What follows belongs to an exercise in optimizing a design on an open flow for small area, a short achievable clock period and few clock cycles; a production flow would make more cautious choices. The RTL was checked by simulation tests, not by an equivalence proof against the original design. Power and IR drop assume default switching activity.

### config.mk
export PLATFORM = sky130hd
export DESIGN_NAME = rtl433_demod
export DESIGN_NICKNAME = rtl433_demod
export VERILOG_FILES = /design/flow/design.v
export SDC_FILE = /design/flow/constraint.sdc
export NUM_CORES = 4
export LEC_CHECK = 0
export CAP_MARGIN = 35
export CORE_MARGIN = 2
export CORE_UTILIZATION = 40
export PLACE_DENSITY = 0.5
export SLEW_MARGIN = 35
export TNS_END_PERCENT = 10
### constraint.sdc
create_clock -name core_clock -period 16.0 [get_ports {clk}]
set_input_delay 3.2000 -clock core_clock [delete_from_list [all_inputs] [get_ports {clk}]]
set_output_delay 3.2000 -clock core_clock [all_outputs]
set_load 0.01 [all_outputs]
### design.v
module rtl433_count (
    input  wire [31:0] rem_in,
    input  wire        bit_in,
    input  wire [31:0] w,
    output wire        q,
    output wire [31:0] rem_out
);
    wire [32:0] t = {rem_in, bit_in};
    wire [33:0] s = {1'b0, t} - {2'b00, w};
    assign q       = ~s[33];
    assign rem_out = q ? s[31:0] : t[31:0];
endmodule
module rtl433_demod (
    input  wire        clk,
    input  wire        rst,
    input  wire        cmd_valid,
    output wire        cmd_ready,
    input  wire [31:0] cmd_word,
    input  wire [31:0] cmd_arg0,
    input  wire [31:0] cmd_arg1,
    input  wire [31:0] cmd_arg2,
    input  wire        pair_valid,
    output wire        pair_ready,
    input  wire [31:0] pair_pulse,
    input  wire [31:0] pair_gap,
    input  wire [2:0]  cfg_mode,
    input  wire [31:0] cfg_short_w,
    input  wire [31:0] cfg_long_w,
    input  wire [31:0] cfg_gap_limit,
    input  wire [31:0] cfg_reset_limit,
    input  wire [31:0] cfg_sync_w,
    input  wire [31:0] cfg_tol,
    output reg         rsp_valid,
    output reg  [31:0] rsp_result,
    output reg  [2:0]  rsp_code
);
    localparam OP_NOP     = 8'h00;
    localparam OP_DEMOD   = 8'h10;
    localparam OP_ROWCMP  = 8'h20;
    localparam OP_ROWCMPX = 8'h21;
    localparam OP_FINDREP = 8'h22;
    localparam OP_INVERT  = 8'h23;
    localparam OP_SEARCH  = 8'h24;
    localparam OP_BBREAD  = 8'h30;
    localparam OP_BBNROWS = 8'h31;
    localparam RC_OK        = 3'd0;
    localparam RC_NOT_FOUND = 3'd2;
    localparam RC_BAD_OP    = 3'd3;
    localparam RC_ILLEGAL   = 3'd4;
    localparam C_SHORT = 2'd0;
    localparam C_LONG  = 2'd1;
    localparam C_OUT   = 2'd2;
    localparam F_DATA   = 2'd0;
    localparam F_NEWROW = 2'd1;
    localparam F_RESET  = 2'd2;
    localparam K_NONE = 2'd0;
    localparam K_ADD  = 2'd1;
    localparam K_END  = 2'd2;
    localparam S_IDLE   = 3'd0;
    localparam S_DEMOD  = 3'd1;
    localparam S_CMP    = 3'd2;
    localparam S_SEARCH = 3'd3;
    localparam S_FLOAD  = 3'd4;
    localparam S_FCMP   = 3'd5;
    integer k;
    reg  [2:0]  state;
    reg         cmd_ready_r;
    reg         pair_ready_r;
    assign cmd_ready  = cmd_ready_r;
    assign pair_ready = pair_ready_r;
    wire [511:0] bb_bits;       
    wire [55:0]  bb_len;        
    reg  [3:0]   cur;           
    reg  [6:0]   clen;          
    reg  [3:0]   nrows;
    reg          inv;           
    reg  [2:0]  c_mode;
    reg  [31:0] c_sw, c_lw, c_gl, c_rl, c_sy, c_tol;
    always @(posedge clk) begin
        c_mode <= cfg_mode;
        c_sw   <= cfg_short_w;
        c_lw   <= cfg_long_w;
        c_gl   <= cfg_gap_limit;
        c_rl   <= cfg_reset_limit;
        c_sy   <= cfg_sync_w;
        c_tol  <= cfg_tol;
    end
    wire [32:0] s_lo = {1'b0, c_sw} - {1'b0, c_tol};    
    wire [32:0] s_hi = {1'b0, c_sw} + {1'b0, c_tol};
    wire [32:0] l_lo = {1'b0, c_lw} - {1'b0, c_tol};
    wire [32:0] l_hi = {1'b0, c_lw} + {1'b0, c_tol};
    wire [32:0] mid  = {1'b0, c_sw} + {1'b0, c_lw};
    wire [32:0] y_lo = {1'b0, c_sy} - {1'b0, c_tol};
    wire [32:0] y_hi = {1'b0, c_sy} + {1'b0, c_tol};
    wire        sw_lt_lw = (c_sw < c_lw);
    wire        sw_gt_lw = (c_sw > c_lw);
    wire        is_pcm   = (c_mode == 3'd2) || (c_mode == 3'd3);
    wire        g_long   = (c_mode == 3'd2);         
    wire [31:0] wg       = g_long ? c_lw : c_sw;     
    wire        sw_z     = (c_sw == 32'd0);
    wire        wg_z     = (wg == 32'd0);
    function [31:0] below_msb;
        input [31:0] w;
        reg   [31:0] m;
        integer b;
        begin
            m = w;
            for (b = 30; b >= 0; b = b - 1)
                m[b] = m[b] | m[b + 1];
            below_msb = m >> 1;
        end
    endfunction
    wire [31:0] bm_p = below_msb(c_sw);
    wire [31:0] bm_g = below_msb(wg);
    reg  [31:0] p0_p, p0_g;
    reg         valid0;
    reg  [7:0]  pairs_left;
    wire        xfer    = pair_valid & pair_ready_r;
    function ge_top3;
        input [31:0] x;
        input [31:0] w;
        input [31:0] bm;        
        reg   [31:0] sm, at_m, at_m1, at_m2;
        reg          x1, x2, w1, w2;
        begin
            sm    = {bm[30:0], 1'b1} | bm;
            at_m  = sm & ~bm;
            at_m1 = bm & ~(bm >> 1);
            at_m2 = (bm >> 1) & ~(bm >> 2);
            x1 = |(x & at_m1);  x2 = |(x & at_m2);
            w1 = |(w & at_m1);  w2 = |(w & at_m2);
            ge_top3 = (|(x & ~sm)) |
                      ((|(x & at_m)) & ((x1 & ~w1) | ((x1 == w1) & (x2 | ~w2))));
        end
    endfunction
    wire        pred_in = is_pcm &
                          ((~sw_z & ge_top3({2'b00, pair_pulse[31:2]}, c_sw, bm_p)) |
                           (~wg_z & ge_top3({2'b00, pair_gap[31:2]},   wg,   bm_g)));
    always @(posedge clk) begin
        if (pair_ready_r) begin
            p0_p <= pair_pulse;
            p0_g <= pair_gap;
        end
    end
    function [1:0] class2;
        input [31:0] d;
        input        lt, gt;         
        input [32:0] m, slo, shi, llo, lhi;
        reg near, in_s, in_l;
        begin
            near = lt ? ({d, 1'b0} <= m) :
                   gt ? ({d, 1'b0} >= m) : 1'b1;
            in_s = (slo[32] | (d >= slo[31:0])) & ({1'b0, d} <= shi);
            in_l = (llo[32] | (d >= llo[31:0])) & ({1'b0, d} <= lhi);
            if (near) class2 = in_s ? C_SHORT : C_OUT;
            else      class2 = in_l ? C_LONG  : C_OUT;
        end
    endfunction
    wire [1:0] p_cls = class2(p0_p, sw_lt_lw, sw_gt_lw, mid, s_lo, s_hi, l_lo, l_hi);
    wire [1:0] g_cls = class2(p0_g, sw_lt_lw, sw_gt_lw, mid, s_lo, s_hi, l_lo, l_hi);
    wire g_rst  = (c_rl != 32'd0) & (p0_g > c_rl);
    wire g_sync = (c_sy != 32'd0) & (y_lo[32] | (p0_g >= y_lo[31:0])) & ({1'b0, p0_g} <= y_hi);
    wire g_gl   = (c_gl != 32'd0) & (p0_g > c_gl);
    wire [1:0] g_frame = g_rst ? F_RESET : (g_sync | g_gl) ? F_NEWROW : F_DATA;
    wire p_le_s  = ({1'b0, p0_p} <= s_hi);
    wire g_le_s  = ({1'b0, p0_g} <= s_hi);
    wire g_le_l  = ({1'b0, p0_g} <= l_hi);
    wire g_letol = g_long ? g_le_l : g_le_s;
    wire p_fast = sw_z | ({2'b00, p0_p[31:2]} < c_sw);
    wire g_fast = wg_z | ({2'b00, p0_g[31:2]} < wg);
    wire p_med  = ~|({6'd0, p0_p[31:6]} & ~bm_p);
    wire g_med  = ~|({6'd0, p0_g[31:6]} & ~bm_g);
    wire p_m1   = ~|({4'd0, p0_p[31:4]} & ~bm_p);
    wire g_m1   = ~|({4'd0, p0_g[31:4]} & ~bm_g);
    wire [3:0] sp = p_fast ? 4'd0 : p_m1 ? 4'd1 : p_med ? 4'd2 : 4'd15;
    wire [3:0] sg = (g_fast | ~g_cnt) ? 4'd0 : g_m1 ? 4'd1 : g_med ? 4'd2 : 4'd15;
    reg         stopped;        
    reg         sbusy;          
    reg         sph;            
    reg  [3:0]  si;             
    reg  [3:0]  sp_r, sg_r;     
    reg         mv;
    reg  [1:0]  m_pcls, m_gcls, m_frame;
    reg         m_pletol, m_gletol;
    reg  [31:0] m_rp, m_rg;
    reg         m_qp, m_qg, m_dp, m_dg;
    reg         v1;
    reg  [1:0]  r1_pcls, r1_gcls, r1_frame;
    reg         r1_pletol, r1_gletol;
    reg  [31:0] rr_p, rr_g;     
    reg  [7:0]  qq_p, qq_g;     
    wire        ld1   = valid0 & ~sbusy;
    wire        g_cnt = (g_frame == F_DATA);    
    wire        slow1 = ld1 & is_pcm & ~stopped & (~p_fast | (g_cnt & ~g_fast));
    wire        act_p = ~sbusy | (si <= sp_r);
    wire        act_g = ~sbusy | (si <= sg_r);
    wire        fst_p = ~sbusy | (si == sp_r);
    wire        fst_g = ~sbusy | (si == sg_r);
    wire [31:0] init_p = (sp_r == 4'd0) ? {2'b00, p0_p[31:2]} :
                         (sp_r == 4'd1) ? {4'd0, p0_p[31:4]} :
                         (sp_r == 4'd2) ? {6'd0, p0_p[31:6]} : 32'd0;
    wire [31:0] init_g = (sg_r == 4'd0) ? {2'b00, p0_g[31:2]} :
                         (sg_r == 4'd1) ? {4'd0, p0_g[31:4]} :
                         (sg_r == 4'd2) ? {6'd0, p0_g[31:6]} : 32'd0;
    wire [31:0] rin_p  = ~sbusy ? {2'b00, p0_p[31:2]} : fst_p ? init_p : rr_p;
    wire [31:0] rin_g  = ~sbusy ? {2'b00, p0_g[31:2]} : fst_g ? init_g : rr_g;
    wire [3:0]  bi     = sbusy ? si : 4'd0;
    wire        b1_p   = p0_p[2*bi + 1];
    wire        b0_p   = p0_p[2*bi];
    wire        b1_g   = p0_g[2*bi + 1];
    wire        b0_g   = p0_g[2*bi];
    wire        qa_p, qa_g, qb_p, qb_g;
    wire [31:0] ra_p, ra_g, rb_p, rb_g;
    rtl433_count u_ap (.rem_in(rin_p), .bit_in(b1_p), .w(c_sw), .q(qa_p), .rem_out(ra_p));
    rtl433_count u_ag (.rem_in(rin_g), .bit_in(b1_g), .w(wg),   .q(qa_g), .rem_out(ra_g));
    rtl433_count u_bp (.rem_in(m_rp), .bit_in(m_dp), .w(c_sw), .q(qb_p), .rem_out(rb_p));
    rtl433_count u_bg (.rem_in(m_rg), .bit_in(m_dg), .w(wg),   .q(qb_g), .rem_out(rb_g));
    always @(posedge clk) begin
        m_pcls   <= p_cls;
        m_gcls   <= g_cls;
        m_frame  <= g_frame;
        m_pletol <= p_le_s;
        m_gletol <= g_letol;
        m_rp     <= ra_p;
        m_rg     <= ra_g;
        m_qp     <= qa_p;
        m_qg     <= qa_g;
        m_dp     <= b0_p;
        m_dg     <= b0_g;
        if (mv) begin
            r1_pcls   <= m_pcls;
            r1_gcls   <= m_gcls;
            r1_frame  <= m_frame;
            r1_pletol <= m_pletol;
            r1_gletol <= m_gletol;
            if (act_p) begin
                rr_p <= sw_z ? 32'd0 : rb_p;
                qq_p <= sw_z ? 8'd0 :
                        fst_p ? {6'd0, m_qp, qb_p} :
                        (qq_p[7:6] != 2'b00) ? 8'hFF : {qq_p[5:0], m_qp, qb_p};
            end
            if (act_g) begin
                rr_g <= wg_z ? 32'd0 : rb_g;
                qq_g <= wg_z ? 8'd0 :
                        fst_g ? {6'd0, m_qg, qb_g} :
                        (qq_g[7:6] != 2'b00) ? 8'hFF : {qq_g[5:0], m_qg, qb_g};
            end
        end
        if (slow1) begin
            sp_r <= sp;
            sg_r <= sg;
        end
    end
    always @(posedge clk) begin
        if (rst || state != S_DEMOD) begin
            mv    <= 1'b0;
            v1    <= 1'b0;
            sbusy <= 1'b0;
            sph   <= 1'b0;
        end else begin
            mv <= 1'b0;
            v1 <= 1'b0;
            if (sbusy) begin
                sph <= ~sph;
                if (!sph) begin
                    mv <= 1'b1;                 
                end else begin
                    if (si == 4'd0) begin
                        sbusy <= 1'b0;
                        v1    <= 1'b1;
                    end else begin
                        si <= si - 4'd1;
                    end
                end
            end else begin
                if (mv) v1 <= 1'b1;
                if (slow1) begin
                    sbusy <= 1'b1;
                    sph   <= 1'b0;
                    si    <= (sp > sg) ? sp : sg;
                end else if (ld1 && !stopped && is_pcm) begin
                    mv <= 1'b1;
                end
            end
        end
    end
    wire       cp   = ~sw_z & ({rr_p, 1'b0} >= {1'b0, c_sw});
    wire [8:0] np   = {1'b0, qq_p} + {8'd0, cp};
    wire       okp  = sw_z ? r1_pletol : (rr_p <= c_tol) | s_lo[32] | (rr_p >= s_lo[31:0]);
    wire [32:0] wlo = g_long ? l_lo : s_lo;
    wire       cg   = ~wg_z & ({rr_g, 1'b0} >= {1'b0, wg});
    wire [8:0] ng   = {1'b0, qq_g} + {8'd0, cg};
    wire       okg  = wg_z ? r1_gletol : (rr_g <= c_tol) | wlo[32] | (rr_g >= wlo[31:0]);
    wire [1:0] x_pcls  = p_cls;     
    wire [1:0] x_gcls  = g_cls;
    wire [1:0] x_frame = is_pcm ? r1_frame : g_frame;
    reg        e_endA, e_onesA, e_endB;
    reg  [8:0] e_cA, e_cB;
    always @(*) begin
        e_endA = 1'b0; e_onesA = 1'b0; e_endB = 1'b0;
        e_cA = 9'd0; e_cB = 9'd0;
        case (c_mode)
            3'd0, 3'd4: begin
                if (x_pcls == C_OUT) e_endA = 1'b1;
                else begin e_cA = 9'd1; e_onesA = (x_pcls == C_SHORT); end
            end
            3'd2, 3'd3: begin
                if (okp) begin e_cA = np; e_onesA = 1'b1; end
                else     e_endA = 1'b1;
            end
            default: ;
        endcase
        if (x_frame != F_DATA) begin
            e_endB = 1'b1;
        end else begin
            case (c_mode)
                3'd1: begin
                    if (x_gcls == C_OUT) e_endB = 1'b1;
                    else begin e_cA = 9'd1; e_onesA = (x_gcls == C_LONG); end
                end
                3'd2, 3'd3: begin
                    if (okg) e_cB = ng;
                    else     e_endB = 1'b1;
                end
                3'd4: begin
                    if (x_gcls == C_OUT) e_endB = 1'b1;
                end
                default: ;
            endcase
        end
    end
    reg        rv;
    reg        q_endA, q_onesA, q_endB;
    reg  [8:0] q_cA, q_cB;
    always @(posedge clk) begin
        q_endA  <= e_endA;
        q_onesA <= e_onesA;
        q_endB  <= e_endB;
        q_cA    <= e_cA;
        q_cB    <= e_cB;
        rv      <= ~rst & (state == S_DEMOD) & (is_pcm ? v1 : (ld1 & ~stopped));
    end
    wire       cur_ok  = ~cur[3];
    wire       endA_e  = q_endA & cur_ok & (clen != 7'd0);
    wire [6:0] lenA    = q_endA ? 7'd0 : clen;
    wire [3:0] curA    = cur + {3'd0, endA_e};
    wire       curA_ok = ~curA[3];
    wire [9:0] sumB    = {3'd0, lenA} + {1'b0, q_cA} + {1'b0, q_cB};
    wire [6:0] lenB    = (sumB > 10'd64) ? 7'd64 : sumB[6:0];
    wire       endB_e  = q_endB & curA_ok & (lenB != 7'd0);
    wire [3:0] cur2    = curA + {3'd0, endB_e};
    wire [6:0] clen2   = endB_e ? 7'd0 : lenB;
    wire       ones_en = rv & q_onesA & ~q_endA & cur_ok;
    wire [9:0] ones_s  = {3'd0, clen} + {1'b0, q_cA};
    wire [6:0] ones_e  = (ones_s > 10'd64) ? 7'd64 : ones_s[6:0];
    reg  [63:0] ones_m;
    always @(*) begin
        for (k = 0; k < 64; k = k + 1)
            ones_m[k] = (k >= clen) && (k < ones_e);
    end
    reg        dclr;            
    wire       clr = rst | dclr;
    reg  [7:0] bclr;
    genvar gr;
    generate
        for (gr = 0; gr < 8; gr = gr + 1) begin : g_row
            reg [63:0] bits;
            reg [6:0]  len;
            wire       sel = ones_en & (cur[2:0] == gr);
            always @(posedge clk) begin
                bits <= (bits & {64{~bclr[gr]}}) | (ones_m & {64{sel}});
                if (clr)
                    len <= 7'd0;
                else if (rv && curA_ok && curA[2:0] == gr)
                    len <= lenB;
            end
            assign bb_bits[gr*64 +: 64] = bits;
            assign bb_len[gr*7 +: 7]    = len;
        end
    endgenerate
    wire [3:0] nrows_now = cur + {3'd0, cur_ok & (clen != 7'd0)};
    wire [3:0] nrows_app = cur2 + {3'd0, ~cur2[3] & (clen2 != 7'd0)};
    reg  [63:0] W;
    reg  [6:0]  ws;             
    reg  [6:0]  wl;             
    reg  [6:0]  ob7;
    reg         big;            
    reg  [6:0]  spos;           
    reg         sbig;
    reg  [2:0]  a_reg, b_reg;
    reg  [6:0]  lena;           
    reg  [7:0]  fmask, scan;
    reg  [3:0]  kk, fcnt;
    reg  [2:0]  leader;
    function [2:0] first8;
        input [7:0] m;
        begin
            first8 = m[0] ? 3'd0 : m[1] ? 3'd1 : m[2] ? 3'd2 : m[3] ? 3'd3 :
                     m[4] ? 3'd4 : m[5] ? 3'd5 : m[6] ? 3'd6 : 3'd7;
        end
    endfunction
    function [3:0] pop8;
        input [7:0] m;
        integer b;
        begin
            pop8 = 4'd0;
            for (b = 0; b < 8; b = b + 1)
                pop8 = pop8 + {3'd0, m[b]};
        end
    endfunction
    reg  [2:0] psel;
    reg  [7:0] psel1;           
    reg  [63:0] pa;
    always @(*) begin
        pa = 64'd0;
        for (k = 0; k < 8; k = k + 1)
            pa = pa | (bb_bits[k*64 +: 64] & {64{psel1[k]}});
    end
    wire [63:0]  rowr = bb_bits[cmd_word[18:16]*64 +: 64];
    wire [127:0] pa2 = {pa, pa} >> spos[5:0];
    wire [63:0]  rot = pa2[63:0];
    wire [7:0] we = {1'b0, ws} + {1'b0, wl};
    reg  [63:0] wmask;
    always @(*) begin
        for (k = 0; k < 64; k = k + 1)
            wmask[k] = (k >= ws) && (k < we);
    end
    wire eq0 = ~|((rot ^ W) & wmask);
    wire eq1 = ~|((rot[32:1] ^ W[31:0]) & wmask[31:0]);
    wire eq2 = ~|((rot[33:2] ^ W[31:0]) & wmask[31:0]);
    wire eq3 = ~|((rot[34:3] ^ W[31:0]) & wmask[31:0]);
    wire [6:0] lenb   = bb_len[b_reg*7 +: 7];
    wire       c_fits = ~big & ({1'b0, ws} + {1'b0, wl} <= {1'b0, lena}) &
                               ({1'b0, ob7} + {1'b0, wl} <= {1'b0, lenb});
    wire [7:0] lastpos = {1'b0, lena} - {1'b0, wl};
    wire [7:0] pos0 = {1'b0, spos};
    wire [7:0] pos1 = pos0 + 8'd1;
    wire [7:0] pos2 = pos0 + 8'd2;
    wire [7:0] pos3 = pos0 + 8'd3;
    wire       lp_ok = ~sbig & ~lastpos[7];
    wire       fit0 = lp_ok & (pos0 <= lastpos);
    wire       fit1 = lp_ok & (pos1 <= lastpos);
    wire       fit2 = lp_ok & (pos2 <= lastpos);
    wire       fit3 = lp_ok & (pos3 <= lastpos);
    wire       hit0 = fit0 & eq0;
    wire       hit1 = fit1 & eq1;
    wire       hit2 = fit2 & eq2;
    wire       hit3 = fit3 & eq3;
    wire [7:0] hitpos = hit0 ? pos0 : hit1 ? pos1 : hit2 ? pos2 : pos3;
    wire [7:0] f_lmask = fmask & ~(8'd1 << psel);     
    wire [7:0] f_scan  = scan & ~(8'd1 << psel);      
    wire [7:0] f_mask1 = fmask & ~(8'd1 << psel);     
    wire [3:0] f_rest  = pop8(f_scan);
    wire       f_hit0  = (fcnt >= kk);
    wire       f_hit1  = (fcnt + 4'd1 >= kk);
    wire       f_stop0 = (f_scan == 8'd0) || ({1'b0, fcnt} + {1'b0, f_rest} < {1'b0, kk});
    wire       f_stop1 = (f_scan == 8'd0) || ({1'b0, fcnt} + {1'b0, f_rest} + 5'd1 < {1'b0, kk});
    wire       f_hit   = eq0 ? f_hit1 : f_hit0;
    wire       f_stop  = eq0 ? f_stop1 : f_stop0;
    wire [2:0] f_nj    = first8(f_scan);
    wire [2:0] f_nl0   = first8(fmask);
    wire [2:0] f_nl1   = first8(f_mask1);
    wire [7:0] w_op = cmd_word[31:24];
    wire [7:0] w_a  = cmd_word[23:16];
    wire [7:0] w_b  = cmd_word[15:8];
    wire [7:0] w_z  = cmd_word[7:0];
    reg        w_legal;
    always @(*) begin
        case (w_op)
            OP_NOP, OP_FINDREP, OP_INVERT, OP_BBNROWS:
                w_legal = (w_a == 8'd0) && (w_b == 8'd0) && (w_z == 8'd0);
            OP_DEMOD, OP_SEARCH:
                w_legal = (w_b == 8'd0) && (w_z == 8'd0);
            OP_ROWCMP, OP_ROWCMPX, OP_BBREAD:
                w_legal = (w_z == 8'd0);
            default:
                w_legal = 1'b0;
        endcase
    end
    wire       accept = cmd_valid & cmd_ready_r;
    wire [6:0] len_in = bb_len[w_a[2:0]*7 +: 7];
    wire       a_bad  = (w_a >= {4'd0, nrows});
    wire       b_bad  = (w_b >= {4'd0, nrows});
    wire       big0   = |cmd_arg0[31:7];
    wire       big1   = |cmd_arg1[31:7];
    wire       big2   = |cmd_arg2[31:7];
    wire [31:0] rd_half = w_b[1] ? rowr[63:32] : rowr[31:0];
    reg  [31:0] rd_word;
    always @(*) begin
        for (k = 0; k < 32; k = k + 1)
            rd_word[(k / 8) * 8 + 7 - (k % 8)] =
                (rd_half[k] ^ inv) & ({1'b0, len_in} > ({2'b00, w_b[1], 5'd0} + k));
    end
    reg  [31:0] pat;
    always @(*) begin
        for (k = 0; k < 32; k = k + 1)
            pat[k] = cmd_arg2[31 - k] ^ inv;
    end
    reg  [7:0] cand;
    wire [7:0] cand0 = {cand[7:1], 1'b0};
    reg        ffirst;          
    always @(*) begin
        for (k = 0; k < 8; k = k + 1)
            cand[k] = ~big0 & (cmd_arg0[6:0] != 7'd0) &
                      (bb_len[k*7 +: 7] == cmd_arg0[6:0]);
    end
    reg         n_rv;
    reg  [31:0] n_res;
    reg  [2:0]  n_code;
    always @(posedge clk) begin
        if (rst) begin
            state        <= S_IDLE;
            cmd_ready_r  <= 1'b1;
            pair_ready_r <= 1'b0;
            rsp_valid    <= 1'b0;
            rsp_result   <= 32'd0;
            rsp_code     <= 3'd0;
            nrows        <= 4'd0;
            inv          <= 1'b0;
            cur          <= 4'd0;
            clen         <= 7'd0;
            dclr         <= 1'b0;
            valid0       <= 1'b0;
            pairs_left   <= 8'd0;
            stopped      <= 1'b0;
        end else begin
            rsp_valid <= 1'b0;
            dclr      <= 1'b0;
            valid0    <= xfer;
            case (state)
                S_IDLE: begin
                    if (accept) begin
                        if (!w_legal) begin
                            rsp_valid  <= 1'b1;
                            rsp_result <= 32'd0;
                            rsp_code   <= RC_ILLEGAL;
                        end else begin
                            case (w_op)
                                OP_DEMOD: begin
                                    state        <= S_DEMOD;
                                    cmd_ready_r  <= 1'b0;
                                    dclr         <= 1'b1;
                                    pairs_left   <= w_a;
                                    pair_ready_r <= (w_a != 8'd0);
                                    stopped      <= 1'b0;
                                    inv          <= 1'b0;
                                end
                                OP_ROWCMP, OP_ROWCMPX: begin
                                    if (a_bad || b_bad) begin
                                        rsp_valid  <= 1'b1;
                                        rsp_result <= 32'd0;
                                        rsp_code   <= RC_BAD_OP;
                                    end else begin
                                        state       <= S_CMP;
                                        cmd_ready_r <= 1'b0;
                                    end
                                end
                                OP_SEARCH: begin
                                    if (a_bad || big0 || cmd_arg0[6:0] == 7'd0 ||
                                        cmd_arg0[6:0] > 7'd32) begin
                                        rsp_valid  <= 1'b1;
                                        rsp_result <= 32'd0;
                                        rsp_code   <= RC_BAD_OP;
                                    end else begin
                                        state       <= S_SEARCH;
                                        cmd_ready_r <= 1'b0;
                                    end
                                end
                                OP_FINDREP: begin
                                    state       <= cand[0] ? S_FCMP : S_FLOAD;
                                    cmd_ready_r <= 1'b0;
                                end
                                OP_INVERT: begin
                                    inv        <= ~inv;
                                    rsp_valid  <= 1'b1;
                                    rsp_result <= 32'd0;
                                    rsp_code   <= RC_OK;
                                end
                                OP_BBREAD: begin
                                    rsp_valid <= 1'b1;
                                    if (w_a >= 8'd8 || w_b > 8'd2) begin
                                        rsp_result <= 32'd0;
                                        rsp_code   <= RC_BAD_OP;
                                    end else begin
                                        rsp_result <= (w_b == 8'd0) ? {25'd0, len_in} : rd_word;
                                        rsp_code   <= RC_OK;
                                    end
                                end
                                OP_BBNROWS: begin
                                    rsp_valid  <= 1'b1;
                                    rsp_result <= {28'd0, nrows};
                                    rsp_code   <= RC_OK;
                                end
                                default: begin    
                                    rsp_valid  <= 1'b1;
                                    rsp_result <= 32'd0;
                                    rsp_code   <= RC_OK;
                                end
                            endcase
                        end
                    end
                end
                S_DEMOD: begin
                    if (dclr) begin
                        cur   <= 4'd0;
                        clen  <= 7'd0;
                        nrows <= 4'd0;
                    end else if (rv) begin
                        cur  <= cur2;
                        clen <= clen2;
                    end
                    if (ld1 && g_frame == F_RESET)
                        stopped <= 1'b1;
                    pairs_left   <= pairs_left - {7'd0, xfer};
                    pair_ready_r <= (pairs_left - {7'd0, xfer} != 8'd0) &&
                                    (sbusy ? (!sph && si == 4'd0)
                                           : (!(xfer && pred_in) && !slow1));
                    if (pairs_left == 8'd0 && !valid0 && !sbusy && !mv && !v1) begin
                        state       <= S_IDLE;
                        cmd_ready_r <= 1'b1;
                        rsp_valid   <= 1'b1;
                        rsp_code    <= RC_OK;
                        if (dclr) begin
                            rsp_result <= 32'd0;
                        end else begin
                            rsp_result <= {28'd0, rv ? nrows_app : nrows_now};
                            nrows      <= rv ? nrows_app : nrows_now;
                        end
                    end
                end
                S_CMP: begin
                    state       <= S_IDLE;
                    cmd_ready_r <= 1'b1;
                    rsp_valid   <= 1'b1;
                    rsp_result  <= {31'd0, c_fits & eq0};
                    rsp_code    <= RC_OK;
                end
                S_SEARCH: begin
                    if (hit0 || hit1 || hit2 || hit3) begin
                        state       <= S_IDLE;
                        cmd_ready_r <= 1'b1;
                        rsp_valid   <= 1'b1;
                        rsp_result  <= {24'd0, hitpos};
                        rsp_code    <= RC_OK;
                    end else if (!fit3) begin
                        state       <= S_IDLE;
                        cmd_ready_r <= 1'b1;
                        rsp_valid   <= 1'b1;
                        rsp_result  <= 32'hFFFFFFFF;
                        rsp_code    <= RC_NOT_FOUND;
                    end
                end
                S_FLOAD: begin
                    if (fmask == 8'd0 || pop8(fmask) < kk) begin
                        state       <= S_IDLE;
                        cmd_ready_r <= 1'b1;
                        rsp_valid   <= 1'b1;
                        rsp_result  <= 32'hFFFFFFFF;
                        rsp_code    <= RC_NOT_FOUND;
                    end else if (kk <= 4'd1) begin
                        state       <= S_IDLE;
                        cmd_ready_r <= 1'b1;
                        rsp_valid   <= 1'b1;
                        rsp_result  <= {29'd0, psel};
                        rsp_code    <= RC_OK;
                    end else begin
                        state <= S_FCMP;
                    end
                end
                S_FCMP: begin
                    if (ffirst && kk <= 4'd1) begin
                        state       <= S_IDLE;
                        cmd_ready_r <= 1'b1;
                        rsp_valid   <= 1'b1;
                        rsp_result  <= 32'd0;
                        rsp_code    <= RC_OK;
                    end else if (ffirst && {1'b0, pop8(fmask)} + 5'd1 < {1'b0, kk}) begin
                        state       <= S_IDLE;
                        cmd_ready_r <= 1'b1;
                        rsp_valid   <= 1'b1;
                        rsp_result  <= 32'hFFFFFFFF;
                        rsp_code    <= RC_NOT_FOUND;
                    end else if (f_hit) begin
                        state       <= S_IDLE;
                        cmd_ready_r <= 1'b1;
                        rsp_valid   <= 1'b1;
                        rsp_result  <= {29'd0, leader};
                        rsp_code    <= RC_OK;
                    end else if (f_stop) begin
                        state <= S_FLOAD;
                    end
                end
                default: state <= S_IDLE;
            endcase
        end
    end
    always @(posedge clk)
        bclr <= {8{rst | (state == S_IDLE && accept && w_legal && w_op == OP_DEMOD)}};
    always @(posedge clk) begin
        if (state == S_IDLE && accept) begin
            if (w_op == OP_SEARCH)
                W[31:0] <= pat;
            else
                W <= rowr;
        end else if (state == S_FLOAD) begin
            W <= pa;
        end
        if (state == S_IDLE && accept) begin
            a_reg <= w_a[2:0];
            b_reg <= w_b[2:0];
            psel  <= (w_op == OP_FINDREP) ? first8(cand0) :
                     (w_op == OP_SEARCH)  ? w_a[2:0] : w_b[2:0];
            psel1 <= 8'd1 << ((w_op == OP_FINDREP) ? first8(cand0) :
                              (w_op == OP_SEARCH)  ? w_a[2:0] : w_b[2:0]);
            fmask  <= cand0;
            scan   <= cand0;
            leader <= 3'd0;
            fcnt   <= 4'd1;
            ffirst <= cand[0];
            lena  <= len_in;
            kk    <= (cmd_arg1[31:4] != 28'd0) ? 4'd15 : cmd_arg1[3:0];
            sbig  <= big1;
            case (w_op)
                OP_ROWCMPX: begin
                    ws   <= cmd_arg1[6:0];
                    wl   <= cmd_arg0[6:0];
                    ob7  <= cmd_arg2[6:0];
                    big  <= big0 | big1 | big2;
                    spos <= {1'b0, cmd_arg2[5:0] - cmd_arg1[5:0]};
                end
                OP_SEARCH: begin
                    ws   <= 7'd0;
                    wl   <= cmd_arg0[6:0];
                    ob7  <= 7'd0;
                    big  <= 1'b0;
                    spos <= cmd_arg1[6:0];
                end
                default: begin    
                    ws   <= 7'd0;
                    wl   <= cmd_arg0[6:0];
                    ob7  <= 7'd0;
                    big  <= big0;
                    spos <= 7'd0;
                end
            endcase
        end else if (state == S_SEARCH) begin
            spos <= spos + 7'd4;
        end else if (state == S_FLOAD) begin
            ffirst <= 1'b0;
            leader <= psel;
            fmask  <= f_lmask;
            scan   <= f_lmask;
            fcnt   <= 4'd1;
            psel   <= first8(f_lmask);
            psel1  <= 8'd1 << first8(f_lmask);
        end else if (state == S_FCMP) begin
            ffirst <= 1'b0;
            fcnt  <= fcnt + {3'd0, eq0};
            scan  <= f_scan;
            if (eq0) fmask <= f_mask1;
            psel  <= !f_stop ? f_nj : eq0 ? f_nl1 : f_nl0;
            psel1 <= 8'd1 << (!f_stop ? f_nj : eq0 ? f_nl1 : f_nl0);
        end
    end
endmodule
### flow/run.sh
#!/bin/bash
set -e
export SETUP_SLACK_MARGIN=9.5
bash standard.sh > standard.log 2>&1
### standard.sh
#!/bin/bash
# synth_recipe.tcl (not shown) runs the flow's synth.tcl, then flattens the netlist and writes it again
# the make line also repeats each setting of config.mk as NAME=value (left out here)
make -C /OpenROAD-flow-scripts/flow DESIGN_CONFIG=/design/flow/config.mk WORK_HOME=/design/flow/orfs CLKGATE_MAP_FILE= SYNTH_SCRIPT=/design/flow/synth_recipe.tcl "${@:-finish}"
==> results of run 1 <==
[placed cells by master (no fill, tap or decap), drive strengths merged, types with 46 or more instances in the layout]
cell and instances:
nand2b 177, a31oi 71, nor3 254, or3 65, nand4 247, xnor2 370, nor2 1030, buf 439
mux2i 208, clkinv 49, edfxtp 292, o221ai 51, mux2 83, a21oi 817, a22oi 319, dfxtp 939
o22ai 660, nor4 119, o21bai 82, nor2b 195, xor2 213, inv 1022, and2 79, a21o 276
o211ai 87, clkdlybuf4s50 423, o21ai 526, nand3 229, a221oi 93, clkbuf 217, ha 1247, a211oi 91
o21a 121, and3 68, nand2 595, a311oi 46, or2 59, mux4 312
[layer usage]
| metal | wire (um) | vias up |
|---|---|---|
| met3 | 38640 | 1460 |
| met4 | 50490 | 6 |
| met5 | 43 | - |
| met1 | 201500 | 50620 |
| met2 | 237000 | 5420 |
| li1 | - | 46330 |
[per-stage QoR]
stage          power [uW]  hold slack [ps]
5_1_grt             10260            426.7
3_5_place_dp         6136            397.6
4_1_cts              9819            424.8
6_report             9882            423.3
3_3_place_gp         6104            394.2
2_1_floorplan        5161            385.5
[worst max-delay path: stages (launching register included)]
cell	delay, ps
dfxtp_1	530
nor3b_2	340
buf_12	360
mux2i_1	300
buf_4	300
inv_1	420
nand4_1	220
nor4_1	420
nand4_1	420
nor3_2	460
nand3_1	210
nor2_1	210
nor3_1	80
ha_1	220
a2111oi_2	230
and3_1	250
o2111ai_1	180
a221oi_1	250
a31oi_1	150
nor2_2	190
o21ai_4	130
a311oi_1	270
o21ai_0	130
a31oi_1	180
[power groups by stage]
stage                     Sequential, uW  Combinational (uW)  Clock (uW)
after floorplan                     3360                1800           0
after global placement              3420                2690           0
after detailed placement            3420                2720           0
after CTS                           3350                2800        3680
after global routing                3350                3130        3780
final                               3350                2910        3620
[path summary, 6_finish.rpt]
kind                           from                        end  slack (ps)  cells past startpoint
setup / recovery  c_mode[0]$_DFF_P_  pair_ready_r$_SDFFE_PP0P_        9300                     23
hold / removal     m_pletol$_DFF_P_        r1_pletol$_DFFE_PP_         420                      0
setup reg to reg  c_mode[0]$_DFF_P_  pair_ready_r$_SDFFE_PP0P_        9300                     23
hold reg to reg    m_pletol$_DFF_P_        r1_pletol$_DFFE_PP_         420                      0
[logic make-up after synthesis]
kind of cell / share of synthesized area [%]
compound gates: 22.53
simple gates: 15.18
mux: 9.556
xor+xnor: 4.858
buf+inv: 6.177
flops: 26.23
fa+ha+maj: 15.47
[layout make-up]
class	instances	area share (%)
Antenna cell	8	0.01644
Clock buffer	214	3.697
Multi-Input combinational cell	9321	59.72
Sequential cell	1231	22.68
Tap cell	3515	3.612
Timing Repair Buffer	865	6.545
Clock inverter	67	0.4861
Inverter	1033	3.244
[timing repair]
item                                    CTS  global route
gates cloned                              0             1
gates resized for setup                 227           127
buffers inserted                         55            56
pin swaps                                61            68
endpoints found under the setup margin  206           182
==> flow_metrics.env, run 1 <==
export IMPL_intPower_uw=6457
export IMPL_ant_nets=0
export IMPL_route_detailed_drc=0
export IMPL_gp_congestion=1.021
export IMPL_synthTopCellsByArea="dfxtp_1 18%, ha_1 15%, edfxtp_1 8.3%"
export IMPL_grt_usage_pct=38.16
export IMPL_dp_cells=15850
export IMPL_combPwrFrac_pct=29.4
export IMPL_synth_main_ff_cell="dfxtp_1"
export IMPL_ir_worst_vdd_mv=0.07533
export IMPL_fin_ws_ps=9300
export IMPL_worstPathMaxFanout=67
export IMPL_yosysWarnings=1
export IMPL_regMostFlops="g_row.bits"
export IMPL_netlist_area_sq_um=105100
export IMPL_synthTopCellsByCount="1247 x ha_1, 1030 x nor2_1, 1013 x inv_1"
export IMPL_fp_dieW_um=516.6
export IMPL_wirelength_um=527600
export IMPL_drtPass1Iterations=9
export IMPL_dpl_hpwl_um=398200
export IMPL_synthMostInstantiatedCell="ha_1"
export IMPL_leakage_uw=0.04853
export IMPL_seq_area_frac_synth_pct=26.23
export IMPL_met1_usage_pct=45.31
export IMPL_finalSetupViolCount=0
export IMPL_wl_per_cell_um=32.46
export IMPL_rsz0062_at_grt="yes"
export IMPL_fin_skew_ps=92.30
export IMPL_io_pins=429
export IMPL_antenna_found_initial=16
export IMPL_cts_path_max_buffers=4
export IMPL_grt_busiest_layer="met2"
export IMPL_final_hold_viol_count=0
export IMPL_dp_slack_ps=7945
export IMPL_max_freq_mhz=149.2
export IMPL_final_layout_size_suffix_gt1_share_pct=11.81
export IMPL_dpl_cell_area_sq_um=114200
export IMPL_clk_pin_slew_worst_paths_ps=70
export IMPL_vias_per_cell=6.389
export IMPL_pwr_share_clk_pct=36.7
export IMPL_synth_top_area_share_pct=17.89
export IMPL_clk_latency_ps=880
export IMPL_worstPathRequired_ps=16760
export IMPL_fin_cells=16250
export IMPL_die_h_um=516.6
export IMPL_cts_inserted_buffers=160
export IMPL_vias=103800
export IMPL_synth_cells=12210
export IMPL_grt_pass1_vias=99670
export IMPL_avgSynthCellArea_sq_um=8.610
export IMPL_p_per_area_nw_per_um2=81.16
export IMPL_grt_max_degree=206
export IMPL_post_route_util_pct=46.51
export IMPL_ys_ff_latch=1231
export IMPL_finish_instance_area_sq_um=121800
export IMPL_hold_class="flip-flop to flip-flop"
export IMPL_clockRootBuffer="clkbuf_16"
export IMPL_netlist_cell_type_count=102
export IMPL_drv_cap=0
export IMPL_htreeDepth=4
export IMPL_grt_overflow=0
export IMPL_p_switching_uw=3425
export IMPL_holdBufCountCts=0
export IMPL_rows=188
export IMPL_globalRouteMet3Util_pct=6.137
export IMPL_endpoint_kind="flip-flop"
export IMPL_critPathKind="flip-flop to flip-flop"
export IMPL_max_slew_worst_pin_slew_ps=1016
export IMPL_netSwitchingFraction_pct=34.66
export IMPL_regArea_sq_um=27610
export IMPL_largest_reg_flops=512
export IMPL_reg_largest_list="g_row.bits (512), W (64), g_row.len (56)"
export IMPL_multi_input_area_sq_um=72720
export IMPL_synth_top_area_cell="dfxtp_1"
export IMPL_fillerInstances=25450
export IMPL_tns_ps=0
export IMPL_crit_arrival_ps=7460
export IMPL_min_period_over_period_pct=41.88
export IMPL_start_util_pct=40.15
export IMPL_met2_usage_pct=61.15
export IMPL_status="no timing/DRC/antenna violations"
export IMPL_slew_headroom_pct=30.36
export IMPL_cts_sinks=1231
export IMPL_cts_tree="built"
export IMPL_drv_slew=0
export IMPL_seqPwrFrac_pct=33.9
export IMPL_period_needed_ps=6700
export IMPL_core_area_sq_um=261800
export IMPL_synth_edff_count=292
export IMPL_drt_iter0_drc=11130
export IMPL_cp_start_kind="flip-flop"
export IMPL_synth_nets=13880
export IMPL_port_buffers=428
export IMPL_die_area_sq_um=266900
export IMPL_synthArstFlopShare_pct=0
export IMPL_syn_to_final_growth_pct=15.85
export IMPL_grt_pass1_wl_um=737200
export IMPL_fin_nets=14280
Testbench counts, summed over its fixed seeds: cycles 37,611.
==> run 2: changes to the inputs <==
--- a/config.mk
+++ b/config.mk
@@ -7,7 +7,6 @@
 export LEC_CHECK = 0
 export CAP_MARGIN = 35
 export CORE_MARGIN = 2
-export CORE_UTILIZATION = 40
-export PLACE_DENSITY = 0.5
+export CORE_UTILIZATION = 45
+export PLACE_DENSITY = 0.6
 export SLEW_MARGIN = 35
-export TNS_END_PERCENT = 10
==> run 2 against run 1 <==
  * Still clean on timing, DRC and antenna
  * Clock power fell by 3%
  * Combinational power rose by 1%
  * First-iteration DRC count grew 5.9%
  * Final cell count down 2.9%
  * Non-clock buffer count up 7
  * Flip-flop and latch count unchanged
  * Register-to-register slack worse by 20 ps
  * Sequential share of layout area hardly changed
  * Critical path depth rose by 11
  * Global-route usage grew 3.2 points
  * Synthesized area stayed put
  * Critical endpoint is now si[0]$_DFFE_PP_
==> flow_metrics.env, run 2 <==
export IMPL_hold_class="flip-flop to flip-flop"
export IMPL_cts_sinks=1231
export IMPL_synth_top_area_cell="dfxtp_1"
export IMPL_final_hold_viol_count=0
export IMPL_worstPathMaxFanout=5
export IMPL_netSwitchingFraction_pct=34.73
export IMPL_synth_top_area_share_pct=17.89
export IMPL_grt_overflow=0
export IMPL_drt_iter0_drc=11780
export IMPL_holdPathStages=0
export IMPL_final_cell_mix="1222 x ha_1, 1009 x nor2_1, 991 x inv_1, 913 x dfxtp_1, 786 x a21oi_1"
export IMPL_leakage_uw=0.04873
export IMPL_antenna_found_initial=22
export IMPL_fin_skew_ps=57.66
export IMPL_finalSetupViolCount=0
export IMPL_period_needed_ps=6720
export IMPL_netlist_cell_type_count=102
export IMPL_dpl_cell_area_sq_um=113300
export IMPL_io_pins=429
export IMPL_max_freq_mhz=148.8
export IMPL_fin_nets=14270
export IMPL_tns_ps=0
export IMPL_grt_max_degree=188
export IMPL_ys_ff_latch=1231
export IMPL_clockRootBuffer="clkbuf_16"
export IMPL_cts_inserted_buffers=144
export IMPL_netlist_area_sq_um=105100
export IMPL_status="no timing/DRC/antenna violations"
export IMPL_rows=177
export IMPL_core_area_sq_um=232300
export IMPL_cts_tree="built"
export IMPL_ir_worst_vdd_mv=0.07788
export IMPL_post_route_util_pct=52.40
export IMPL_synthMostInstantiatedCell="ha_1"
export IMPL_cts_path_max_buffers=3
export IMPL_ant_nets=0
export IMPL_worstPathRequired_ps=16570
export IMPL_synthTopCellsByCount="1247 x ha_1, 1030 x nor2_1, 1013 x inv_1"
export IMPL_pwr_share_clk_pct=35.7
export IMPL_synthArstFlopShare_pct=0
export IMPL_final_common_cell="ha_1"
export IMPL_cp_slowest_cell="a221o_2"
export IMPL_clk_latency_ps=850
export IMPL_route_detailed_drc=0
export IMPL_yosysWarnings=1
export IMPL_fillerInstances=21710
export IMPL_p_per_area_nw_per_um2=80.52
export IMPL_gp_congestion=1.085
export IMPL_multi_input_area_sq_um=73150
export IMPL_final_layout_size_suffix_gt1_share_pct=12.23
export IMPL_grt_pass1_vias=101400
export IMPL_vias=105200
export IMPL_reg_largest_list="g_row.bits (512), W (64), g_row.len (56)"
export IMPL_synthTopCellsByArea="dfxtp_1 18%, ha_1 15%, edfxtp_1 8.3%"
export IMPL_die_area_sq_um=237400
export IMPL_finish_instance_area_sq_um=121700
export IMPL_fp_dieW_um=487.3
export IMPL_crit_arrival_ps=7290
export IMPL_fin_cells=15780
export IMPL_slew_headroom_pct=24.14
export IMPL_start_util_pct=45.24
export IMPL_slowest_delay_ps=470
export IMPL_vias_per_cell=6.664
export IMPL_min_period_over_period_pct=42.00
export IMPL_die_h_um=487.3
export IMPL_drv_cap=0
export IMPL_p_switching_uw=3405
export IMPL_regArea_sq_um=27610
export IMPL_critPathKind="flip-flop to flip-flop"
export IMPL_grt_usage_pct=41.35
export IMPL_htreeDepth=4
export IMPL_seq_area_frac_synth_pct=26.23
export IMPL_avgSynthCellArea_sq_um=8.610
export IMPL_grt_pass1_wl_um=719400
export IMPL_synth_nets=13880
export IMPL_largest_reg_flops=512
export IMPL_synth_cells=12210
export IMPL_dpl_hpwl_um=387200
export IMPL_regMostFlops="g_row.bits"
export IMPL_combPwrFrac_pct=30.1
export IMPL_r2r_cells=34
export IMPL_synth_main_ff_cell="dfxtp_1"
export IMPL_holdBufCountCts=0
export IMPL_seqPwrFrac_pct=34.2
export IMPL_clk_pin_slew_worst_paths_ps=70
export IMPL_dp_cells=15350
export IMPL_wl_per_cell_um=32.39
export IMPL_cp_start_kind="flip-flop"
export IMPL_wirelength_um=511200
export IMPL_drtPass1Iterations=8
export IMPL_finalPower_uw=9802
export IMPL_synth_edff_count=292
export IMPL_syn_to_final_growth_pct=15.83
export IMPL_max_slew_worst_pin_slew_ps=1127
export IMPL_intPower_uw=6397
export IMPL_rsz0062_at_grt="yes"
export IMPL_drv_slew=0
export IMPL_endpoint_kind="flip-flop"
export IMPL_port_buffers=428
run 2: changes by cell type in the layout (fill, tap and decap cells not counted), sizes merged:
cell and change:
clkdlybuf4s50 -7, diode +7, bufbuf +1, bufinv +4
clkdlybuf4s15 +1, inv +5, dlymetal6s2s +1, clkbuf +1
dlygate4sd2 +5, clkinv -1, clkinvlp -17
run 2: metrics by stage:
stage	worst slack (ps)	hold slack [ps]
6_report	9280	405.5
2_1_floorplan	9442	385.5
3_3_place_gp	7668	387.6
5_1_grt	9092	407.7
3_5_place_dp	7867	391.0
4_1_cts	9441	405.6
run 2: area by class of cell:
class	count	area share [%]
Antenna cell	15	0.03083
Clock buffer	209	3.431
Multi-Input combinational cell	9321	60.09
Clock inverter	58	0.6670
Inverter	1033	3.229
Timing Repair Buffer	872	6.740
Sequential cell	1231	22.68
Tap cell	3043	3.128
run 2: final timing paths:
path / end / slack [ps] / startpoint
worst min-delay path: r1_frame[1]$_DFFE_PP_ / 410 / m_frame[1]$_DFF_P_
worst min register to register: r1_frame[1]$_DFFE_PP_ / 410 / m_frame[1]$_DFF_P_
worst max-delay path: si[0]$_DFFE_PP_ / 9280 / c_sy[0]$_DFF_P_
worst max register to register: si[0]$_DFFE_PP_ / 9280 / c_sy[0]$_DFF_P_
run 2: worst max-delay path, delay by kind of cell (launching register included):
family	cells	cell delay, ps
compound gates	16	2860
xor+xnor	1	140
fa+ha+maj	4	1030
buf+inv	3	280
flops	1	340
mux	2	310
simple gates	8	1480
run 2: metal layers:
| metal | track usage [%] | wire [um] |
|---|---|---|
| met5 | 0 | 117 |
| met1 | 47.83 | 187000 |
| met4 | 35.50 | 54250 |
| met2 | 64.94 | 224100 |
| met3 | 9.000 | 45770 |
run 2: cell families (layout without fill, tap and decap cells):
group           after synthesis  in the layout  share of synthesized area (%)
simple gates               3239           3239                          15.18
flops                      1231           1231                          26.23
xor+xnor                    583            583                          4.858
compound gates             3616           3616                          22.53
fa+ha+maj                  1280           1280                          15.47
other cells                   0             15                              0
mux                         603            603                          9.556
buf+inv                    1655           2172                          6.177
run 2: what timing repair did:
item / CTS / global route
resized for setup: 244 / 245
setup buffers: 55 / 84
cloned: 1 / 4
endpoints found under the setup margin: 209 / 185
pin swaps: 53 / 114
run 2: power groups by stage:
stage,Sequential [uW],Clock (uW),Combinational (uW)
after global routing,3350,3650,3150
after floorplan,3360,0,1800
final,3350,3500,2950
after detailed placement,3420,0,2710
after CTS,3350,3530,2790
after global placement,3420,0,2670
==> run 3: changes to the inputs <==
--- a/config.mk
+++ b/config.mk
@@ -7,6 +7,7 @@
 export LEC_CHECK = 0
 export CAP_MARGIN = 35
 export CORE_MARGIN = 2
-export CORE_UTILIZATION = 45
-export PLACE_DENSITY = 0.6
+export CORE_UTILIZATION = 40
+export CTS_BUF_LIST = sky130_fd_sc_hd__clkbuf_8 sky130_fd_sc_hd__clkbuf_4
+export PLACE_DENSITY = 0.5
 export SLEW_MARGIN = 35
==> run 3 against run 2 <==
  * Highest routed layer unchanged
  * Clock skew rose by 120 ps
  * Routed wire length rose by 2.1%
  * Non-clock buffer count fell by 5
  * Sequential power barely moved
  * Still clean
  * Clock power barely moved
  * Combinational power barely moved
  * Die area rose by 12%
  * Largest power group unchanged
  * Clock-buffer cell count rose by 156
  * Maximum frequency fell by 0.20%
  * Via count fell by 0.51%
  * Flip-flop and latch count did not move
  * Total power fell by 0.16%
==> flow_metrics.env, run 3 <==
export IMPL_antenna_found_initial=22
export IMPL_fin_skew_ps=179.1
export IMPL_reg2reg_to="si[0]$_DFFE_PP_"
export IMPL_grt_overflow=0
export IMPL_synthXorXnorAreaFrac_pct=4.858
export IMPL_fp_dieW_um=516.6
export IMPL_clk_pin_slew_worst_paths_ps=60
export IMPL_ir_worst_vdd_mv=0.06559
export IMPL_rows=188
export IMPL_cp_num_buf_inv=2
export IMPL_hp_start="m_pletol$_DFF_P_"
export IMPL_synthTopCellsByArea="dfxtp_1 18%, ha_1 15%, edfxtp_1 8.3%"
export IMPL_crit_arrival_ps=7440
export IMPL_synth_cells=12210
export IMPL_netlist_cell_type_count=102
export IMPL_r2r_cells=33
export IMPL_route_detailed_drc=0
export IMPL_grt_max_degree=221
export IMPL_syn_to_final_growth_pct=16.55
export IMPL_synthArstFlopShare_pct=0
export IMPL_cp_start_kind="flip-flop"
export IMPL_clk_latency_ps=1130
export IMPL_synth_top_family_by_area="compound AO/OA/AOI/OAI gates"
export IMPL_wl_per_cell_um=31.82
export IMPL_synthMostInstantiatedCell="ha_1"
export IMPL_min_period_over_period_pct=42.08
export IMPL_path_delay_family="compound AO/OA/AOI/OAI gates"
export IMPL_whs_endpoint="r1_pletol$_DFFE_PP_"
export IMPL_fin_ws_ps=9267
export IMPL_worstPathRequired_ps=16700
export IMPL_critPathKind="flip-flop to flip-flop"
export IMPL_final_hold_viol_count=0
export IMPL_io_pins=429
export IMPL_combPwrFrac_pct=29.8
export IMPL_grt_pass1_wl_um=728800
export IMPL_synth_main_ff_cell="dfxtp_1"
export IMPL_pwr_share_clk_pct=35.9
export IMPL_synth_mux_area_share_pct=9.556
export IMPL_seq_area_frac_synth_pct=26.23
export IMPL_vias=104600
export IMPL_reg2reg_slack_ps=9270
export IMPL_synth_compound_area_share_pct=22.53
export IMPL_regMostFlops="g_row.bits"
export IMPL_wirelength_um=521900
export IMPL_ys_ff_latch=1231
export IMPL_fillerInstances=25460
export IMPL_tns_ps=0
export IMPL_max_slew_worst_pin_slew_ps=1107
export IMPL_die_h_um=516.6
export IMPL_grt_pass1_vias=100200
export IMPL_grt_usage_pct=37.54
export IMPL_largest_reg_flops=512
export IMPL_synthTopCellsByCount="1247 x ha_1, 1030 x nor2_1, 1013 x inv_1"
export IMPL_drv_slew=0
export IMPL_netlist_area_sq_um=105100
export IMPL_synth_top_area_cell="dfxtp_1"
export IMPL_ant_nets=0
export IMPL_finalSetupViolCount=0
export IMPL_fin_nets=14360
export IMPL_drtPass1Iterations=8
export IMPL_synthAdderAreaFrac_pct=15.47
export IMPL_worstPathMaxFanout=4
export IMPL_start_util_pct=40.15
export IMPL_cts_path_max_buffers=4
export IMPL_final_common_cell="ha_1"
export IMPL_cp_common_cell="a21oi_2"
export IMPL_final_cell_mix="1226 x ha_1, 1016 x nor2_1, 985 x inv_1, 916 x dfxtp_1, 786 x a21oi_1"
export IMPL_yosys_area_share_simple_pct=15.18
export IMPL_intPower_uw=6382
export IMPL_seqPwrFrac_pct=34.3
export IMPL_clockRootBuffer="clkbuf_8"
export IMPL_hold_class="flip-flop to flip-flop"
export IMPL_gp_congestion=1.045
export IMPL_p_per_area_nw_per_um2=79.89
export IMPL_drv_cap=0
export IMPL_max_freq_mhz=148.5
export IMPL_reg_largest_list="g_row.bits (512), W (64), g_row.len (56)"
export IMPL_vias_per_cell=6.381
export IMPL_leakage_uw=0.04905
export IMPL_synth_top_area_share_pct=17.89
export IMPL_dpl_hpwl_um=390500
export IMPL_die_area_sq_um=266900
export IMPL_cp_slowest_cell="or3b_4"
export IMPL_cts_inserted_buffers=231
export IMPL_core_area_sq_um=261800
export IMPL_cts_tree="built"
export IMPL_final_layout_size_suffix_gt1_share_pct=13.48
export IMPL_synth_edff_count=292
export IMPL_p_switching_uw=3404
export IMPL_avgSynthCellArea_sq_um=8.610
export IMPL_htreeDepth=4
export IMPL_dp_slack_ps=7940
export IMPL_rr_startpoint="c_sy[0]$_DFF_P_"
export IMPL_port_buffers=428
export IMPL_drt_iter0_drc=12040
export IMPL_period_needed_ps=6733
export IMPL_slew_headroom_pct=25.68
export IMPL_cts_sinks=1231
export IMPL_yosysWarnings=1
export IMPL_netSwitchingFraction_pct=34.78
export IMPL_status="no timing/DRC/antenna violations"
export IMPL_endpoint_kind="flip-flop"
export IMPL_rsz0062_at_grt="yes"
export IMPL_synth_nets=13880
export IMPL_holdPathStages=0
export IMPL_slowest_delay_ps=450
==> run 3: cell types whose count changed in the layout (fill, tap and decap cells not counted), moves of 7 or more <==
| cell | delta |
|---|---|
| buf_4 | -8 |
| inv_4 | -7 |
| clkbuf_16 | -147 |
| clkinv_16 | -10 |
| clkbuf_8 | +265 |
| clkbuf_4 | +74 |
| clkinvlp_4 | +12 |
| clkbuf_1 | -36 |
| nor2_1 | +7 |
| clkinv_2 | +12 |
==> run 3: worst max path at each step <==
stage / startpoint / end / cells past startpoint
2_1_floorplan: cmd_word[16] / rsp_result[1]$_SDFFE_PP0P_ / 20
3_3_place_gp: cmd_word[23] / rsp_result[27]$_SDFFE_PP0P_ / 11
3_5_place_dp: pair_gap[29] / pair_ready_r$_SDFFE_PP0P_ / 21
4_1_cts: c_sy[0]$_DFF_P_ / si[0]$_DFFE_PP_ / 33
5_1_grt: c_sy[0]$_DFF_P_ / si[0]$_DFFE_PP_ / 33
6_report: c_sy[0]$_DFF_P_ / si[0]$_DFFE_PP_ / 33
==> run 3: through the flow <==
stage	area, sq um	hold WS (ps)	power, uW	util [%]	cells
2_1_floorplan	105300	385.5	5161	-	12210
3_3_place_gp	113600	389.2	6082	43.41	15810
3_5_place_dp	114000	394.7	6122	43.54	15830
4_1_cts	120900	410.0	9710	46.16	16320
5_1_grt	122500	414.9	10180	46.78	16390
6_report	122500	410.2	9786	46.79	16400
==> run 3: per-layer routing <==
layer / vias to the layer above / share of wire (%) / GRT usage (%)
met1: 51050 / 38 / 45.22
met5: - / 0.018 / 0
met2: 5531 / 45 / 59.80
met3: 1485 / 7.8 / 6.183
li1: 46570 / - / -
met4: 14 / 9.2 / 28.84
==> run 3: repair_timing <==
action	4_1_cts	5_1_grt
pin swaps	70	88
gates cloned	5	4
buffers inserted	63	63
hold buffers	0	0
endpoints found under the setup margin	209	179
gates resized for setup	244	224
==> run 3: power by group through the flow <==
stage	registers [uW]	clock network (uW)	logic (uW)
CTS	3350	3570	2790
global placement	3420	0	2660
global route	3360	3700	3130
detailed placement	3420	0	2700
floorplan	3360	0	1800
finish	3360	3510	2920
==> run 3: kinds of logic after synthesis <==
logic type | count (synthesis)
XOR/XNOR | 583
adder cells (fa/ha/maj) | 1280
multiplexers | 603
buffers and inverters | 1655
flip-flops | 1231
AO/OA/AOI/OAI | 3616
AND/OR/NAND/NOR | 3239
==> run 3: area by class of cell <==
class	instances	area, sq um	area share [%]
Antenna cell	12	30.03	0.02451
Inverter	1033	3959	3.232
Clock inverter	56	606.8	0.4954
Clock buffer	365	4548	3.713
Timing Repair Buffer	867	8330	6.801
Sequential cell	1231	27620	22.55
Tap cell	3515	4398	3.590
Multi-Input combinational cell	9321	73010	59.60

static timing again, ports no longer ideal:
Ports are ideal in the flow. The routed layouts listed here were re-timed in OpenROAD.
Step 1: set_driving_cell puts a clkbuf_16 on clk and a buf_2 on each other input, an assumption about the parent block.
Step 2 also shifts input and output timing later by t, the mid clock arrival at the registers, as if the neighbouring blocks saw the same clock.
Three values: ideal, step 1, step 2; two values: the first two.
run	t, ns	setup slack, ns	worst setup path after step 2	pins driven straight from the clock port
run 1	0.946	9.300 / 9.300 / 8.496	input to register	1
run 2	0.930	9.280 / 9.280 / 8.675	input to register	1
run 3	1.144	9.267 / 9.267 / 8.521	input to register	1
After both steps setup and hold are still met in every run listed. For run 1, which loses most, drivers alone change the setup slack by 0.000 ns; drivers and shift together by -0.804 ns.
